Background: an optimization exercise with open tools, aiming at small area. Do not read the settings as production practice.
Only simulation tests tie the RTL to the original design; equivalence was not proved.

==> module timecore_clock, before the edit <==
module timecore_clock (
    input  wire       clk,
    input  wire       rst,           
    input  wire [4:0] seed_hours,    
    input  wire [5:0] seed_minutes,
    input  wire [5:0] seed_seconds,
    input  wire       tick_en,
    input  wire       raw_ih,        
    input  wire       raw_dh,
    input  wire       raw_im,
    input  wire       raw_dm,
    input  wire [7:0] editing,
    input  wire [7:0] dp_in,
    output wire [2:0] sel_idx,
    output wire [7:0] sel_onehot,
    output wire [6:0] seg,
    output wire       dp,
    output wire [4:0] hours,
    output wire [5:0] minutes,
    output wire [5:0] seconds
);
    localparam [14:0] T_INV = 15'b010101010101010;
    reg  [14:0] tq_r;
    wire [14:0] tq    = tq_r ^ T_INV;
    wire        t_z14 = ~|tq[13:0];
    wire        tick  = tick_en & t_z14 & tq[14];
    wire        t_fb  = tq[14] ^ tq[13] ^ t_z14;
    wire        t_run = tick_en & ~rst;
    always @(posedge clk)
        tq_r <= ({tq[13:0], t_fb} & {15{t_run}}) ^ T_INV;
    localparam [4:0] L_INV = 5'b01010;
    reg  [4:0] lo_r;
    wire [4:0] lo    = lo_r ^ L_INV;
    wire       l_z4  = ~|lo[3:0];
    wire       scan  = l_z4 & lo[4];
    wire       l_fb  = lo[4] ^ lo[2] ^ l_z4;
    reg  [2:0] idx;
    reg  [6:0] bph;
    wire       idx_c = scan & (&idx);
    always @(posedge clk) begin
        lo_r <= ({lo[3:0], l_fb} & {5{~rst}}) ^ L_INV;
        idx  <= (idx + {2'd0, scan}) & {3{~rst}};
        bph  <= (bph + {6'd0, idx_c}) & {7{~rst}};
    end
    wire       blink = bph[6];
    localparam [9:0] D_INV = 10'b1010101010;
    wire [3:0] raw = {raw_dm, raw_im, raw_dh, raw_ih};
    reg  [3:0] s1_n, s2, prev;
    wire [3:0] edge_det = s2 & ~prev;
    always @(posedge clk) begin
        s1_n <= ~(raw & {4{~rst}});
        s2   <= ~s1_n & {4{~rst}};
        prev <= s2;
    end
    reg  [9:0] db_r [0:3];
    wire [3:0] pressed;
    genvar b;
    generate
        for (b = 0; b < 4; b = b + 1) begin : g_btn
            wire [9:0] d  = db_r[b] ^ D_INV;
            wire       z9 = ~|d[8:0];
            wire       fb = d[9] ^ d[6] ^ (z9 & (d[9] | edge_det[b]));
            assign pressed[b] = z9 & d[9];
            always @(posedge clk)
                db_r[b] <= ({d[8:0], fb} & {10{~rst}}) ^ D_INV;
        end
    endgenerate
    wire p_ih = pressed[0];
    wire p_dh = pressed[1];
    wire p_im = pressed[2];
    wire p_dm = pressed[3];
    reg [4:0] h;
    reg [5:0] m;
    reg [5:0] s;
    wire       s59 = s[5] & s[4] & s[3] & s[1] & s[0];
    wire       sw  = tick & s59;
    wire [5:0] st;
    assign st[0] = tick;
    assign st[1] = st[0] & s[0];
    assign st[2] = st[1] & s[1];
    assign st[3] = st[2] & s[2];
    assign st[4] = st[3] & s[3];
    assign st[5] = st[4] & s[4];
    wire [5:0] s_n = (s ^ st) & ~{6{sw}};
    wire       m59 = m[5] & m[4] & m[3] & m[1] & m[0];
    wire       m0  = ~|m;
    wire       mu  = tick ? sw : p_im;
    wire       md  = ~tick & ~p_im & p_dm;
    wire [5:0] mt;
    assign mt[0] = mu | md;
    assign mt[1] = mu & m[0]         | md & ~m[0];
    assign mt[2] = mu & (&m[1:0])    | md & ~(|m[1:0]);
    assign mt[3] = mu & (&m[2:0])    | md & ~(|m[2:0]);
    assign mt[4] = mu & (&m[3:0])    | md & ~(|m[3:0]);
    assign mt[5] = mu & (&m[4:0])    | md & ~(|m[4:0]);
    wire       cu  = mu & m59;
    wire       cd  = md & m0;
    wire [5:0] m_n = cu ? 6'd0 : cd ? 6'd59 : (m ^ mt);
    function [4:0] ud24;
        input [4:0] x;
        input       u;
        input       d;
        reg   [4:0] t;
        begin
            t[0] = u | d;
            t[1] = u & x[0]      | d & ~x[0];
            t[2] = u & (&x[1:0]) | d & ~(|x[1:0]);
            t[3] = u & (&x[2:0]) | d & ~(|x[2:0]);
            t[4] = u & (&x[3:0]) | d & ~(|x[3:0]);
            ud24 = (u & x[4] & x[2] & x[1] & x[0]) ? 5'd0  :
                   (d & ~|x)                        ? 5'd23 : x ^ t;
        end
    endfunction
    wire       hu  = ~tick & p_ih;
    wire       hd  = ~tick & ~p_ih & p_dh;
    wire signed [6:0] hs = $signed({2'b00, h}) + $signed({{6{hd}}, hu | hd})
                         + $signed({{6{cd}}, cu | cd});
    wire [4:0] h_n = hs < 0   ? hs[4:0] + 5'd24 :
                     hs >= 24 ? hs[4:0] - 5'd24 : hs[4:0];
    always @(posedge clk) begin
        if (rst) begin
            h <= seed_hours;
            m <= seed_minutes;
            s <= seed_seconds;
        end else begin
            h <= h_n;
            m <= m_n;
            s <= s_n;
        end
    end
    assign hours   = h;
    assign minutes = m;
    assign seconds = s;
    wire [7:0] onehot = 8'b1 << idx;
    wire       blank  = |(onehot & editing) & ~blink;
    reg [5:0] v;
    always @(*) begin
        case (idx[2:1])
            2'd0:    v = s;
            2'd1:    v = m;
            2'd2:    v = {1'b0, h};
            default: v = 6'd0;
        endcase
    end
    wire [4:0] vq = v[5:1];
    wire [2:0] vt = vq / 5'd5;
    wire [2:0] vr = vq % 5'd5;
    wire [3:0] digit = idx[0] ? {1'b0, vt} : {vr, v[0]};
    reg  [6:0] pattern;
    always @(*) begin
        case (digit)
            4'd0:    pattern = 7'h3F;
            4'd1:    pattern = 7'h06;
            4'd2:    pattern = 7'h5B;
            4'd3:    pattern = 7'h4F;
            4'd4:    pattern = 7'h66;
            4'd5:    pattern = 7'h6D;
            4'd6:    pattern = 7'h7D;
            4'd7:    pattern = 7'h07;
            4'd8:    pattern = 7'h7F;
            default: pattern = 7'h6F;
        endcase
    end
    assign sel_idx    = idx;
    assign sel_onehot = onehot;
    assign seg        = blank ? 7'd0 : pattern;
    assign dp         = |(onehot & dp_in) & ~blank;
endmodule
==> flow/config.mk <==
export PLATFORM = sky130hd
export DESIGN_NAME = timecore_clock
export DESIGN_NICKNAME = timecore_clock
export VERILOG_FILES = /design/flow/design.v
export SDC_FILE = /design/flow/constraint.sdc
export NUM_CORES = 4
export LEC_CHECK = 0
export ABC_AREA = 1
export CAP_MARGIN = 20
export CORE_MARGIN = 2
export CORE_UTILIZATION = 40
export PLACE_DENSITY = 0.6
export SLEW_MARGIN = 20
==> flow/constraint.sdc <==
create_clock -name core_clock -period 10.0 [get_ports {clk}]
set_input_delay 2.0000 -clock core_clock [delete_from_list [all_inputs] [get_ports {clk}]]
set_output_delay 2.0000 -clock core_clock [all_outputs]
set_load 0.01 [all_outputs]
standard.sh (not shown) runs the stock make flow with config.mk's settings and CLKGATE_MAP_FILE= SYNTH_SCRIPT=/design/flow/synth_recipe.tcl, a recipe that flattens the netlist after the stock synthesis.
==> flow/flow/run.sh <==
#!/bin/bash
# Standard ORFS layout with: an area-oriented, multi-seed ABC mapping in
# synthesis (flow/synth.tcl), small (buf_1) port buffers, and no CTS dummy
# loads.
set -euo pipefail
W=$PWD
export FLOW_STD_SYNTH=$W/synth_recipe.tcl
export MY_ABC_SCRIPT=$W/flow/area.abc
export MY_ABC_SEEDS="1 2 3 4 5 6"
export MY_ABC_DIR=$W/abc_runs
mkdir -p "$MY_ABC_DIR"
export BUFFER_PORTS_ARGS="-buffer_cell sky130_fd_sc_hd__buf_1"
export CTS_ARGS="-sink_clustering_enable -repair_clock_nets -dont_use_dummy_load"
sed "s#SYNTH_SCRIPT=[^ ]*#SYNTH_SCRIPT=$W/flow/synth.tcl#" standard.sh > standard_own.sh
bash standard_own.sh > make_finish.log 2>&1
==> flow/flow/area.abc <==
strash
&get -n
&deepsyn -T 40 -S @SEED@
&put
strash
amap -m
==> flow/flow/synth.tcl <==
# The standard synthesis, with two changes to the combinational mapping:
#  * no half/full adder extraction before ABC, so ABC maps all the logic;
#  * ABC runs an area-oriented script (flow/area.abc: deep synthesis, then
#    area-only standard-cell mapping with amap) once per random seed in MY_ABC_SEEDS, and the
#    smallest mapped netlist is kept.
# Registers, names, flattening and renaming are those of the standard
# synthesis.
unset -nocomplain ::env(ADDER_MAP_FILE)
proc abc {args} {
  set i [lsearch -exact $args -script]
  set tpl [open $::env(MY_ABC_SCRIPT) r]
  set script [read $tpl]
  close $tpl
  set best -1
  yosys design -save my_pre_abc
  foreach seed $::env(MY_ABC_SEEDS) {
    yosys design -load my_pre_abc
    set f $::env(MY_ABC_DIR)/area_$seed.abc
    set o [open $f w]
    puts -nonewline $o [string map [list @SEED@ $seed] $script]
    close $o
    set a $args
    if {$i >= 0} { lset a [expr {$i + 1}] $f }
    yosys abc {*}$a
    yosys tee -q -o $::env(MY_ABC_DIR)/stat_$seed.txt stat -liberty [lindex $::env(LIB_FILES) 0]
    set s [open $::env(MY_ABC_DIR)/stat_$seed.txt r]
    set txt [read $s]
    close $s
    if {[regexp {Chip area for module '[^']*': ([0-9.]+)} $txt -> area]} {
      puts "MY_ABC seed $seed area $area"
      if {$best < 0 || $area < $best} {
        set best $area
        yosys design -save my_best_abc
      }
    }
  }
  puts "MY_ABC best area $best"
  yosys design -load my_best_abc
}
source $::env(FLOW_STD_SYNTH)
Edit:
--- a/flow/design.v
+++ b/flow/design.v
@@ -143,8 +143,5 @@
         endcase
     end
-    wire [4:0] vq = v[5:1];
-    wire [2:0] vt = vq / 5'd5;
-    wire [2:0] vr = vq % 5'd5;
-    wire [3:0] digit = idx[0] ? {1'b0, vt} : {vr, v[0]};
+    wire [3:0] digit = idx[0] ? (v / 6'd10) : (v % 6'd10);
     reg  [6:0] pattern;
     always @(*) begin
What happened: Via count increases slightly; setup slack degrades by 0.38 ns; first-iteration DRC count increases by a quarter to a third; synthesized cell count increases slightly; count of clock-buffer cells in the layout is unchanged; non-clock buffer count does not change; sequential cell count is unchanged; final cell count increases slightly.

-- re-timing with driven ports --
The flow's constraints put no driver on any port. The routed layouts listed below were extracted and timed again, unchanged, in two steps. Step 1, drivers: a clkbuf_16 drives clk and a buf_2 each remaining input, both assumed. Step 2 adds t to the input delays and takes it off the output delays; t is the mean of the earliest and latest rising clock arrival at the registers after step 1. Input paths then give back, and output paths get back, about the clock's delay inside the block. Three values: ideal, step 1, step 2; two values: the first two.
run | t, ns | slack for setup (ns) | latest minus earliest clock arrival (ns) | worst register clock-pin slew, ns
the first run | 0.367 | 3.992 / 3.961 / 4.155 | 0.047 / 0.047 | 0.11 / 0.11
the second run | 0.369 | 3.607 / 3.577 / 3.947 | 0.025 / 0.025 | 0.09 / 0.09
After both steps every run listed still meets setup and hold.
